Background: an optimization exercise with open tools, aiming at small area, a short achievable clock period and few clock cycles. Do not read the settings as production practice. RTL that was checked went through simulation tests only; none was proved equivalent to the original. Power figures rest on the tool's default switching activity, not on a simulated workload.

==> flow/design.v (excerpt) <==
module tcpu_apply (
    input  wire        clk,
    input  wire        rst,           
    input  wire        start,         
    input  wire [31:0] plen,          
    input  wire [24:0] tlen,          
    output wire        busy,
    output reg         done,          
    output wire [3:0]  result,
    output wire [3:0]  sub,
    output wire [31:0] errinfo,
    output wire [1:0]  pst,
    output reg  [31:0] psc,
    output wire [31:0] applied,
    output wire        src_re,
    output wire [29:0] src_addr,      
    input  wire [31:0] src_rdata,     
    output wire        tgt_we,
    output wire [22:0] tgt_addr,      
    output wire [3:0]  tgt_be,
    output wire [31:0] tgt_wdata
);
Size: about 1,900 cells after synthesis, roughly 290 I/O pins, roughly 16,000 sq um of cells after synthesis.
make LEC_CHECK=0 CAP_MARGIN=20 CORE_MARGIN=2 CORE_UTILIZATION=40 SLEW_MARGIN=20 finish   # period 8.0 ns
run.sh (not shown) runs the stock make flow with config.mk's settings and CLKGATE_MAP_FILE= SYNTH_SCRIPT=/design/flow/synth_recipe.tcl, a recipe that flattens the netlist after the stock synthesis.
The starting point finished with timing, DRC and antenna clean.
Testbench counts at the start, summed over its fixed seeds: cycles 37,175.
Rerun with:
- SETUP_SLACK_MARGIN: unset -> 2.5
The new run ran to the end with no violations. Sequential power stays flat. Maximum frequency goes up by 23%. Combinational power goes up by about 4%. Final area goes up by 1.6%. Clock-buffer cell count goes up by 2.
Rerun with:
- SETUP_SLACK_MARGIN: 2.5 -> 4
=> The changed run passed the timing, DRC and antenna checks. Area after synthesis does not change. Total power rose by 24%. Synthesized cell count stays the same. Setup slack is better by 0.52 ns. Worst hold slack is worse by 0.038 ns.

---

The RTL this note starts from:
==> flow/design.v <==
module tcpu_apply (
    input  wire        clk,
    input  wire        rst,           
    input  wire        start,         
    input  wire [31:0] plen,          
    input  wire [24:0] tlen,          
    output wire        busy,
    output reg         done,          
    output wire [3:0]  result,
    output wire [3:0]  sub,
    output wire [31:0] errinfo,
    output wire [1:0]  pst,
    output reg  [31:0] psc,
    output wire [31:0] applied,
    output wire        src_re,
    output wire [29:0] src_addr,      
    input  wire [31:0] src_rdata,     
    output wire        tgt_we,
    output wire [22:0] tgt_addr,      
    output wire [3:0]  tgt_be,
    output wire [31:0] tgt_wdata
);
    localparam [39:0] PATCH_MAGIC = 40'h5041544348;  
    localparam [23:0] EOF_MARK    = 24'h454F46;      
    localparam [2:0] S_IDLE  = 3'd0,
                     S_HDR   = 3'd1,    
                     S_REC   = 3'd2,    
                     S_RUN   = 3'd3,    
                     S_LIT   = 3'd4,    
                     S_RLE   = 3'd5,    
                     S_SKIP  = 3'd6;    
    localparam [1:0] OC_NONE = 2'd0,    
                     OC_OK   = 2'd1,    
                     OC_CORR = 2'd2,    
                     OC_WF   = 2'd3;    
    reg [2:0]  state;
    reg [1:0]  oc;
    reg [2:0]  subc;
    reg [29:0] apc;           
    reg [31:0] av;            
    reg        q0v;           
    reg [31:0] q0;
    reg [22:0] wa;            
    reg [1:0]  lstart;        
    reg [15:0] nrem;          
    reg        lastr;         
    reg [7:0]  fill;
    reg [3:0]  tmask;         
    reg [1:0]  rot;           
    reg        rwrap;         
    reg        we_r;
    reg [3:0]  be_r;
    reg [22:0] addr_r;
    reg [31:0] wdata_r;
    assign busy    = state != S_IDLE;
    assign result  = {1'b0, oc[1], 1'b0, oc[1] & oc[0]};
    assign sub     = {1'b0, subc};
    assign pst     = {oc == OC_CORR, oc == OC_OK};
    assign applied = {2'd0, apc};
    assign errinfo = (oc == OC_CORR) ? psc :
                     (oc == OC_WF)   ? {7'd0, wa, lstart} : {2'd0, apc};
    wire [31:0] hi    = rwrap ? q0 : src_rdata;
    wire [63:0] win   = {hi, q0} >> {rot, 3'b000};
    wire [7:0]  b0 = win[7:0], b1 = win[15:8], b2 = win[23:16],
                b3 = win[31:24], b4 = win[39:32];
    wire [23:0] f_off  = {b0, b1, b2};
    wire [15:0] f_size = {b3, b4};
    wire [15:0] f_run  = {b0, b1};
    wire        av_hi0  = ~|av[31:17];
    wire        av0     = av_hi0 && av[16:0] == 17'd0;
    wire        av_lt3  = av_hi0 && av[16:0] < 17'd3;
    wire        av_lt5  = av_hi0 && av[16:0] < 17'd5;
    wire        c6r     = av_hi0 && !av[16] && (av[15:0] < nrem);
    wire        skip   = state == S_SKIP;
    wire [3:0]  lane_ge = 4'b1111 << lstart;
    reg  [3:0]  lane_lt;      
    always @(*) begin
        case ({!lastr || nrem[2], nrem[1:0]})
            3'b000: lane_lt = 4'b0000;
            3'b001: lane_lt = 4'b0001 << lstart;
            3'b010: lane_lt = 4'b0011 << lstart;
            3'b011: lane_lt = 4'b0111 << lstart;
            default: lane_lt = 4'b1111;
        endcase
    end
    wire [3:0]  inrange = lane_ge & lane_lt;
    wire [3:0]  badl    = inrange & ~tmask;
    wire        wfail   = |badl;
    wire [1:0]  fail_lane = badl[0] ? 2'd0 : badl[1] ? 2'd1 : badl[2] ? 2'd2 : 2'd3;
    wire [2:0]  room  = skip ? 3'd4 : 3'd4 - {1'b0, lstart};
    wire        last  = lastr;
    wire [2:0]  k     = last ? nrem[2:0] : room;
    wire [3:0]  room4 = {1'b0, room} + 4'd4;
    wire        last_nx = (nrem[15:4] == 12'd0) && (nrem[3:0] <= room4);
    wire        lpop  = ({1'b0, psc[1:0]} + k) >= 3'd4;
    wire        lit_go = (state == S_LIT) && q0v && !c6r;
    wire        rle_go = (state == S_RLE);
    wire [22:0] wa_nx  = (state == S_REC) ? {1'b0, f_off[23:2]} : wa + 23'd1;
    wire [22:0] tw     = tlen[24:2];
    reg  [3:0]  tmask_nx;
    always @(*) begin
        if (wa_nx < tw)
            tmask_nx = 4'b1111;
        else if (wa_nx == tw)
            tmask_nx = (4'b0001 << tlen[1:0]) - 4'd1;
        else
            tmask_nx = 4'b0000;
    end
    reg [2:0] inc;
    always @(*) begin
        inc = 3'd0;
        case (state)
            S_HDR:  if (q0v && !av_lt5) inc = 3'd5;
            S_REC:  if (q0v && !av_lt3) inc = av_lt5 ? 3'd3 : 3'd5;
            S_RUN:  if (q0v && !av_lt3) inc = 3'd3;
            S_LIT:  if (q0v && !c6r) inc = k;
            S_SKIP: inc = k;
            default: inc = 3'd0;
        endcase
    end
    wire [1:0]  p5     = psc[1:0] + 2'd1;      
    wire [28:0] pinc   = psc[31:3] + 29'd1;
    wire [3:0]  plo    = {1'b0, psc[2:0]} + {1'b0, inc};
    wire [3:0]  p3lo   = {1'b0, psc[2:0]} + 4'd3;
    wire        eofx   = (state == S_REC) && q0v && !av_lt3 && (f_off == EOF_MARK);
    wire [3:0]  pnlo   = eofx ? p3lo : plo;
    wire [31:0] psc_nx = {pnlo[3] ? pinc : psc[31:3], pnlo[2:0]};
    wire [28:0] adec   = av[31:3] - 29'd1;
    wire [3:0]  alo    = {1'b0, av[2:0]} - {1'b0, inc};
    wire [31:0] av_nx  = {alo[3] ? adec : av[31:3], alo[2:0]};
    reg [1:0] pop;
    always @(*) begin
        case (state)
            S_HDR:   pop = 2'd1;
            S_REC:   pop = (psc[1:0] == 2'd3) ? 2'd2 : 2'd1;
            S_RUN:   pop = (psc[1:0] != 2'd0) ? 2'd1 : 2'd0;
            S_LIT:   pop = lpop ? 2'd1 : 2'd0;
            default: pop = 2'd0;
        endcase
        if (!q0v) pop = 2'd0;
    end
    assign src_re    = !busy || !q0v || (pop != 2'd0);
    assign src_addr  = !busy ? 30'd0 :
                       {(q0v || psc[2]) ? pinc : psc[31:3], ~(q0v ^ psc[2])};
    wire [3:0]  be_c     = (lit_go || rle_go) ? (inrange & tmask) : 4'b0000;
    assign tgt_addr  = addr_r;
    assign tgt_be    = be_r;
    assign tgt_we    = we_r;
    assign tgt_wdata = wdata_r;
    always @(posedge clk) begin
        if (rst) begin
            we_r <= 1'b0;
            be_r <= 4'b0000;
        end else begin
            we_r <= |be_c;
            be_r <= be_c;
        end
        addr_r  <= wa;
        wdata_r <= rle_go ? {4{fill}} : win[31:0];
    end
    task finish;
        input [1:0] c;
        input [2:0] s;
        begin
            oc    <= c;
            subc  <= s;
            done  <= 1'b1;
            state <= S_IDLE;
        end
    endtask
    always @(posedge clk) begin
        if (rst) begin
            state <= S_IDLE;
            done  <= 1'b0;
            oc    <= OC_NONE;
            subc  <= 3'd0;
            psc   <= 32'd0;
            apc   <= 30'd0;
            q0v   <= 1'b0;
        end else begin
            done <= 1'b0;
            psc  <= psc_nx;
            av   <= av_nx;
            if (!(state == S_LIT && !q0v)) begin
                rot   <= plo[1:0];
                rwrap <= 1'b0;
            end
            if (busy) begin
                if (!q0v) begin
                    q0  <= src_rdata;
                    q0v <= 1'b1;
                end else if (pop == 2'd1) begin
                    q0  <= src_rdata;
                end else if (pop == 2'd2) begin
                    q0v <= 1'b0;
                end
            end
            case (state)
            S_IDLE: begin
                if (start) begin
                    psc    <= 32'd0;
                    av     <= plen;
                    apc    <= 30'd0;
                    q0v    <= 1'b0;
                    lstart <= 2'd0;
                    rot    <= 2'd0;
                    rwrap  <= 1'b0;
                    state  <= S_HDR;
                end
            end
            S_HDR: if (q0v) begin
                if (av_lt5)
                    finish(OC_CORR, 3'd1);
                else if ({b0, b1, b2, b3, b4} != PATCH_MAGIC)
                    finish(OC_CORR, 3'd2);
                else
                    state <= S_REC;
            end
            S_REC: if (q0v) begin
                wa     <= wa_nx;
                tmask  <= tmask_nx;
                lstart <= f_off[1:0];
                nrem   <= f_size;
                lastr  <= {14'd0, f_size} <= 16'd4 - {14'd0, f_off[1:0]};
                if (av0)
                    finish(OC_OK, 3'd1);
                else if (av_lt3)
                    finish(OC_CORR, 3'd3);
                else if (f_off == EOF_MARK)
                    finish(OC_OK, 3'd0);
                else if (av_lt5)
                    finish(OC_CORR, 3'd4);
                else if (f_size == 16'd0)
                    state <= S_RUN;
                else
                    state <= S_LIT;    
                if (f_size != 16'd0) begin
                    rot   <= p5 - f_off[1:0];
                    rwrap <= p5 < f_off[1:0];
                end
            end
            S_RUN: if (q0v) begin
                nrem <= f_run;
                lastr <= {14'd0, f_run} <= 16'd4 - {14'd0, lstart};
                fill <= b2;
                if (av_lt3) begin
                    finish(OC_CORR, 3'd5);
                end else if (f_run == 16'd0) begin
                    apc   <= apc + 30'd1;
                    state <= S_REC;
                end else begin
                    state <= S_RLE;
                end
            end
            S_LIT, S_RLE: if (state == S_LIT && c6r) begin
                finish(OC_CORR, 3'd6);
            end else if (state == S_RLE || q0v) begin
                nrem  <= nrem - {13'd0, k};
                lastr <= last_nx;
                if (wfail) begin
                    lstart <= fail_lane;
                    state  <= S_SKIP;
                    if (!(state == S_LIT && !last)) begin
                        nrem  <= 16'd0;
                        lastr <= 1'b1;
                    end
                end else begin
                    wa     <= wa_nx;
                    tmask  <= tmask_nx;
                    lstart <= 2'd0;
                    if (last) begin
                        apc   <= apc + 30'd1;
                        state <= S_REC;
                    end
                end
            end
            S_SKIP: begin
                nrem  <= nrem - {13'd0, k};
                lastr <= last_nx;
                if (last)
                    finish(OC_WF, 3'd0);
            end
            default: state <= S_IDLE;
            endcase
        end
    end
endmodule
export LEC_CHECK = 0
export CAP_MARGIN = 20
export CORE_MARGIN = 2
export CORE_UTILIZATION = 60
export SETUP_SLACK_MARGIN = 3.5
export SLEW_MARGIN = 20
create_clock -name core_clock -period 8.0 [get_ports {clk}]
The first run produced a clean layout.
==> next run, changes <==
--- a/flow/config.mk
+++ b/flow/config.mk
@@ -9,4 +9,4 @@
 export CORE_MARGIN = 2
-export CORE_UTILIZATION = 60
-export SETUP_SLACK_MARGIN = 3.5
+export CORE_UTILIZATION = 40
+export SETUP_SLACK_MARGIN = 4
 export SLEW_MARGIN = 20
What happened: The changed run finished clean. Global-route usage drops by 8.0 points. Wire length climbs by about 17%. Via count climbs by 3.0%. Flip-flop and latch count does not change. Synthesized area is unchanged. Design area increases by about 12%. Clock-buffer cell count is higher by 1. Cell count went up by 13%. Synthesized cell count is unchanged. Sequential share of layout area fell by 3.1 points. Setup slack gets worse by 0.14 ns.
==> next run, changes <==
--- a/flow/config.mk
+++ b/flow/config.mk
@@ -10,3 +10,3 @@
 export CORE_UTILIZATION = 40
-export SETUP_SLACK_MARGIN = 4
+export SETUP_SLACK_MARGIN = 3
 export SLEW_MARGIN = 20
After rerunning: The new run completed without violations. Design area went down by about 12%. Setup slack gets worse by 0.17 ns. Sequential cell count stays the same. Register-to-register slack gets worse by 0.11 ns. Worst hold slack gets better by 0.0031 ns. Non-clock buffer count went down by 143. Global-route usage went down by 1.9 points. Total power went down by 12%. First-iteration DRC count went down by about 13%. Core utilization went down by 6.9 points.
==> next run, changes <==
--- a/flow/config.mk
+++ b/flow/config.mk
@@ -10,3 +10,3 @@
 export CORE_UTILIZATION = 40
-export SETUP_SLACK_MARGIN = 3
+export SETUP_SLACK_MARGIN = 2
 export SLEW_MARGIN = 20
Outcome: Setup slack degrades by 0.83 ns. Sequential cell count does not change. Critical path depth climbs by 3.
No functional check of the RTL was part of any run of this note.

-- afterwards: timing with drivers on the ports --
No port has a modelled driver above. Below, the same layouts with a new extraction and two added sets of constraints.
Step 1, drivers: a clkbuf_16 drives clk and a buf_2 each remaining input, both assumed.
Step 2 adds t to the input delays and takes it off the output delays; t is the mean of the earliest and latest rising clock arrival at the registers after step 1. Input paths then give back, and output paths get back, about the clock's delay inside the block.
a / b / c = ideal ports / drivers / drivers and shift; a / b = the first two.
run	t (ns)	slack for setup (ns)	hold slack, ns	cell pins on the clock port's net
the first run of note 1	0.526	1.171 / 1.114 / 1.640	0.504 / 0.504 / 0.504	1
the second run of note 1	0.522	2.458 / 2.429 / 2.202	0.514 / 0.514 / 0.514	1
the third run of note 1	0.512	2.976 / 2.922 / 2.932	0.476 / 0.476 / 0.476	1
the first run of note 2	0.605	3.467 / 3.467 / 2.982	0.485 / 0.485 / 0.485	1
the second run of note 2	0.633	3.330 / 3.330 / 3.240	0.483 / 0.483 / 0.483	1
the third run of note 2	0.627	3.160 / 3.161 / 2.556	0.486 / 0.486 / 0.486	1
the fourth run of note 2	0.629	2.332 / 2.279 / 2.441	0.483 / 0.483 / 0.483	1
After both steps setup and hold are still met in every run listed. The setup slack of the third run of note 2, which loses most, moves by +0.001 ns with the drivers and by -0.604 ns with both steps.
